This design comes from an exercise in tuning for small area and a short achievable clock period on the open sky130 flow, not from production work.
In this exercise RTL edits were held to simulation tests only and were not proved equivalent to the original.
Power is estimated from default activity; no workload was simulated.

v21:
// rdm630_core
module rdm630_core (
    input  wire         clk,
    input  wire         rst,         
    input  wire         rx_valid,
    input  wire [7:0]   rx_data,
    output wire         rx_ready,
    input  wire         eval,
    output wire         res_valid,
    output wire [1:0]   res,
    output wire         fvalid,
    output wire [111:0] frame,
    output wire         xst,
    output wire [39:0]  card,
    output wire [7:0]   csum,
    output wire [7:0]   p6
);
clock: 10.0 ns
lec_check: 0
cap_margin: 20
core_margin: 2
core_utilization: 40
slew_margin: 20
standard.sh (not shown) runs the stock make flow with config.mk's settings and CLKGATE_MAP_FILE= SYNTH_SCRIPT=/design/flow/synth_recipe.tcl, a recipe that flattens the netlist after the stock synthesis.
==> flow/flow/run.sh <==
#!/bin/bash
set -euo pipefail
bash standard.sh \
    "BUFFER_PORTS_ARGS=-buffer_cell sky130_fd_sc_hd__buf_1" \
    "SETUP_SLACK_MARGIN=5" \
    "CTS_CLUSTER_SIZE=50" \
    "CTS_CLUSTER_DIAMETER=60" \
    "CTS_BUF_LIST=sky130_fd_sc_hd__clkbuf_16" \
    finish > flow_make.log 2>&1
v21 has completed all stages; timing, DRC and antenna checks passed.
For v49, these inputs were changed with respect to v21:
==> flow/flow/run.sh <==
#!/bin/bash
set -euo pipefail
bash standard.sh \
    "BUFFER_PORTS_ARGS=-buffer_cell sky130_fd_sc_hd__buf_1" \
    "SETUP_SLACK_MARGIN=5" \
    "ABC_AREA=1" \
    finish > flow_make.log 2>&1
### Flow results
v49 was carried through to the last stage, and its layout satisfied the timing, DRC and antenna checks. Taking v21 as the reference point, the global placer's final weighted congestion of v49 rises by about 9%. Portion of total power attributed to the clock network: v49 vs v21 up 9.4 points. What v21 reported for number of cells produced by synthesis has to be multiplied by 1.2 to get the figure for v49. Between v49 and v21, the number of buffers between clock root and the deepest sink figures differ only marginally. Comparing share of the yosys chip area belonging to registers for v49 and v21, the bigger number came from v21. Sort v49 and v21 by final core utilization, ascending, and v21 comes first. On v49: first-pass GRT wire length is 1.6 mm higher than what v21 gave. Register-to-register slack: v49 and v21 compared, higher one is v21. Buffering overhead for v49 is lower than for v21.
diff inputs: v49 => v16
-- flow/flow/run.sh --
<<< v49, line 5
    "SETUP_SLACK_MARGIN=5" \
    "ABC_AREA=1" \
>>> v16, line 5
    "SETUP_SLACK_MARGIN=5" \
    "CTS_CLUSTER_SIZE=30" \
    "CTS_CLUSTER_DIAMETER=80" \
    "CTS_BUF_LIST=sky130_fd_sc_hd__clkbuf_16" \
    "ABC_AREA=1" \
## What came out
Number of routed nets with antenna violations came out exactly the same in v49 and v16. In the metrics for v49 and v16, the one carrying the higher total power is v49. Comparing v49 and v16, the lower setup slack was measured on v49. Data arrival time of the critical path delta for v16 relative to v49: 30 ps lower. Result for v49 and v16: all clean. When v16 is set beside v49, its final design instance area without fill turns out to be 510 um2 smaller. Relative to v49, internal power consumption decreased by 22% in v16.
### v16 -> v9
==> flow/flow/run.sh <==
#!/bin/bash
set -euo pipefail
bash standard.sh \
    "BUFFER_PORTS_ARGS=-buffer_cell sky130_fd_sc_hd__buf_1" \
    "SETUP_SLACK_MARGIN=6" \
    "CTS_CLUSTER_SIZE=30" \
    "CTS_CLUSTER_DIAMETER=80" \
    "CTS_BUF_LIST=sky130_fd_sc_hd__clkbuf_16" \
    "ABC_AREA=1" \
    "CORE_UTILIZATION=65" \
    finish > flow_make.log 2>&1
--- outcome ---
v9 completed end to end with timing, DRC and antenna clean.
v9 against v16: power drawn by the combinational cells has increased, global-route usage has increased, starting density of the core has increased, setup slack after layout has decreased, die span in y has decreased.
Comparing v16 and v9, the higher power was measured on v9.
v16 → v9: total number of cells along the worst setup path increased by 1 relative to the old numbers, share of post-route cells with drive strength above 1 +7.5 points, wire length after detailed routing up 380 um, remaining global-route overflow comparable.

---

The RTL this note starts from:
==> flow/design.v <==
module rdm630_core (
    input  wire         clk,
    input  wire         rst,         
    input  wire         rx_valid,
    input  wire [7:0]   rx_data,
    output wire         rx_ready,
    input  wire         eval,
    output wire         res_valid,
    output wire [1:0]   res,
    output wire         fvalid,
    output wire [111:0] frame,
    output wire         xst,
    output wire [39:0]  card,
    output wire [7:0]   csum,
    output wire [7:0]   p6
);
    localparam [7:0] START_B = 8'h02;
    localparam [7:0] END_B   = 8'h03;
    reg [4:0]   cursor;      
    reg         in_frame;
    reg         ok;          
    reg [7:0]   buf_q [0:13];
    reg [111:0] frame_q;     
    reg         fvalid_q;
    wire full = cursor[4];                   
    assign rx_ready = !full && !rst;
    wire fire     = rx_valid && rx_ready;
    wire is_start = (rx_data == START_B);
    wire is_end   = (rx_data == END_B);
    wire is_hex   = ((rx_data >= 8'h30) && (rx_data <= 8'h39)) ||
                    ((rx_data >= 8'h41) && (rx_data <= 8'h46));
    wire st    = fire && is_start;               
    wire app   = fire && in_frame && !is_start;  
    wire c13 = (cursor == 5'd13);
    wire c14 = (cursor == 5'd14);
    wire c15 = (cursor >= 5'd15);
    wire [4:0] cursor_rx   = st ? 5'd1 : app ? cursor + 5'd1 : cursor;
    wire       in_frame_rx = st ? 1'b1 : (app && is_end) ? 1'b0 : in_frame;
    wire       ok_rx       = st ? 1'b1 :
                             app ? (ok && (c13 ? is_end : is_hex)) : ok;
    wire [13:0] we;
    genvar g;
    generate
        for (g = 0; g < 14; g = g + 1) begin : g_we
            if (g == 0)
                assign we[g] = st || (app && cursor == 5'd0);
            else
                assign we[g] = app && (cursor == g);
        end
    endgenerate
    wire do_eval = eval && !rst;
    wire apnd  = in_frame && !full;                  
    wire [1:0] r0 = c15 ? 2'd3 : c14 ? (ok ? 2'd1 : 2'd2) : 2'd0;
    wire [1:0] ra = (c14 || c15) ? 2'd3 : c13 ? 2'd2 : 2'd0;   
    wire [1:0] re = (c14 || c15) ? 2'd3 : c13 ? (ok ? 2'd1 : 2'd2) : 2'd0;
    wire [1:0] pn = apnd ? ra : r0;
    wire [1:0] pe = apnd ? re : r0;
    wire [1:0] ps = full ? r0 : 2'd0;
    assign res_valid = do_eval;
    rdm630_res u_res (
        .rx_valid (rx_valid),
        .rx_data  (rx_data),
        .r0       (r0),
        .pn       (pn),
        .pe       (pe),
        .ps       (ps),
        .res      (res)
    );
    wire cap  = do_eval && (cursor_rx == 5'd14);
    wire over = do_eval && (cursor_rx >  5'd14);
    always @(posedge clk) begin
        if (rst) begin
            cursor   <= 5'd0;
            in_frame <= 1'b0;
            fvalid_q <= 1'b0;
            ok       <= 1'b0;
        end else begin
            in_frame <= in_frame_rx;
            if (cap || over) begin
                cursor   <= 5'd0;
                ok       <= 1'b0;
                fvalid_q <= cap && ok_rx;
            end else begin
                cursor   <= cursor_rx;
                ok       <= ok_rx;
            end
        end
    end
    integer i;
    always @(posedge clk) begin
        for (i = 0; i < 14; i = i + 1)
            if (we[i])
                buf_q[i] <= rx_data;
    end
    wire [7:0] byte13 = we[13] ? rx_data : buf_q[13];
    always @(posedge clk) begin
        if (cap) begin
            for (i = 0; i < 13; i = i + 1)
                frame_q[111-8*i -: 8] <= buf_q[i];
            frame_q[7:0] <= byte13;
        end
    end
    assign fvalid = fvalid_q;
    assign xst    = !fvalid_q;
    assign frame  = frame_q;
    function [3:0] hexval;
        input [7:0] c;
        begin
            hexval = {c[3] | c[6],
                      c[2] | (c[6] & c[1] & c[0]),
                      c[1] ^ (c[6] & c[0]),
                      c[0] ^ c[6]};
        end
    endfunction
    wire [7:0] pair [0:5];
    generate
        for (g = 0; g < 6; g = g + 1) begin : g_pair
            assign pair[g] = {hexval(frame_q[111-8*(1+2*g) -: 8]),
                              hexval(frame_q[111-8*(2+2*g) -: 8])};
        end
        for (g = 0; g < 5; g = g + 1) begin : g_card
            assign card[39-8*g -: 8] = pair[g];
        end
    endgenerate
    assign csum = pair[0] ^ pair[1] ^ pair[2] ^ pair[3] ^ pair[4];
    assign p6   = pair[5];
endmodule
module rdm630_res (
    input  wire       rx_valid,
    input  wire [7:0] rx_data,
    input  wire [1:0] r0,
    input  wire [1:0] pn,
    input  wire [1:0] pe,
    input  wire [1:0] ps,
    output wire [1:0] res
);
    wire mark = (rx_data[7:1] == 7'b0000001);    
    wire [1:0] res_mark  = !rx_valid ? r0 : rx_data[0] ? pe : ps;
    wire [1:0] res_other = !rx_valid ? r0 : pn;
    assign res = mark ? res_mark : res_other;
endmodule
export LEC_CHECK = 0
export ABC_AREA = 1
export CAP_MARGIN = 20
export CORE_MARGIN = 2
export CORE_UTILIZATION = 40
export CTS_BUF_LIST = sky130_fd_sc_hd__clkbuf_16
export CTS_CLUSTER_DIAMETER = 50
export CTS_CLUSTER_SIZE = 45
export SETUP_SLACK_MARGIN = 5
export SLEW_MARGIN = 20
export SYNTH_HIERARCHICAL = 1
export SYNTH_MINIMUM_KEEP_SIZE = 0
create_clock -name core_clock -period 10.0 [get_ports {clk}]
==> flow/flow/run.sh <==
#!/bin/bash
set -euo pipefail
bash standard.sh \
    "BUFFER_PORTS_ARGS=-buffer_cell sky130_fd_sc_hd__buf_1" \
    finish > flow_make.log 2>&1
The starting point went through all stages and came out clean.
==> next run, changes <==
--- a/flow/config.mk
+++ b/flow/config.mk
@@ -10,6 +10,6 @@
 export CORE_MARGIN = 2
-export CORE_UTILIZATION = 40
+export CORE_UTILIZATION = 55
 export CTS_BUF_LIST = sky130_fd_sc_hd__clkbuf_16
-export CTS_CLUSTER_DIAMETER = 50
-export CTS_CLUSTER_SIZE = 45
+export CTS_CLUSTER_DIAMETER = 80
+export CTS_CLUSTER_SIZE = 30
 export SETUP_SLACK_MARGIN = 5
=> The changed run completed with no timing, DRC or antenna violations. Via count falls by 2.9%. Non-clock buffer count falls by 4. Core utilization rises by 16 points.
==> next run, changes <==
--- a/flow/config.mk
+++ b/flow/config.mk
@@ -10,3 +10,3 @@
 export CORE_MARGIN = 2
-export CORE_UTILIZATION = 55
+export CORE_UTILIZATION = 40
 export CTS_BUF_LIST = sky130_fd_sc_hd__clkbuf_16
Outcome: Critical path depth grows by 2. Wire length came out higher by 9.3%. Worst setup slack gets worse by 0.0036 ns. Die area rose by 36%.
==> next run, changes <==
--- a/flow/config.mk
+++ b/flow/config.mk
@@ -10,3 +10,3 @@
 export CORE_MARGIN = 2
-export CORE_UTILIZATION = 40
+export CORE_UTILIZATION = 60
 export CTS_BUF_LIST = sky130_fd_sc_hd__clkbuf_16
@@ -14,2 +14,3 @@
 export CTS_CLUSTER_SIZE = 30
+export PLACE_DENSITY = 0.8
 export SETUP_SLACK_MARGIN = 5
Outcome: Sequential share of layout area went up by 0.61 points; utilization went up by 24 points; combinational power went up by about 3%; count of clock-buffer cells in the layout is unchanged; global-route usage went up by 5.6 points; wire length went down by 6.3%; final cell count went down by 9.5%; via count went up by 1.9%.

static timing again, ports no longer ideal:
The results above use ideal ports. As a check the final layouts listed here were re-extracted and re-timed, cells and wires unchanged. Step 1 assumes that a clkbuf_16 drives the clock port and a buf_2 every other input. Step 2 times the ports against the registers' clock, not the clock port: input delays grow and output delays shrink by t, the midpoint of the rising clock arrivals with the driver on. Slacks: ideal / step 1 / step 2; pairs: ideal / step 1.
run | t, ns | slack for setup (ns) | worst setup path at the end | latest minus earliest clock arrival (ns)
v21 | 0.511 | 4.737 / 4.715 / 4.715 | input to output | 0.025 / 0.024
v49 | 0.529 | 4.993 / 4.948 / 4.839 | input to register | 0.011 / 0.010
v16 | 0.491 | 5.018 / 4.968 / 4.858 | input to register | 0.015 / 0.014
v9 | 0.488 | 4.957 / 4.912 / 4.912 | input to output | 0.018 / 0.018
the first run of note 2 | 0.525 | 5.088 / 5.064 / 4.864 | input to register | 0.018 / 0.018
the second run of note 2 | 0.489 | 5.102 / 5.083 / 5.083 | input to output | 0.016 / 0.016
the third run of note 2 | 0.487 | 5.099 / 5.074 / 4.906 | input to register | 0.021 / 0.021
the fourth run of note 2 | 0.484 | 5.065 / 5.022 / 5.022 | input to output | 0.014 / 0.015
After both steps setup and hold are still met in every run listed. The setup slack of the first run of note 2, which loses most, moves by -0.024 ns with the drivers and by -0.224 ns with both steps.
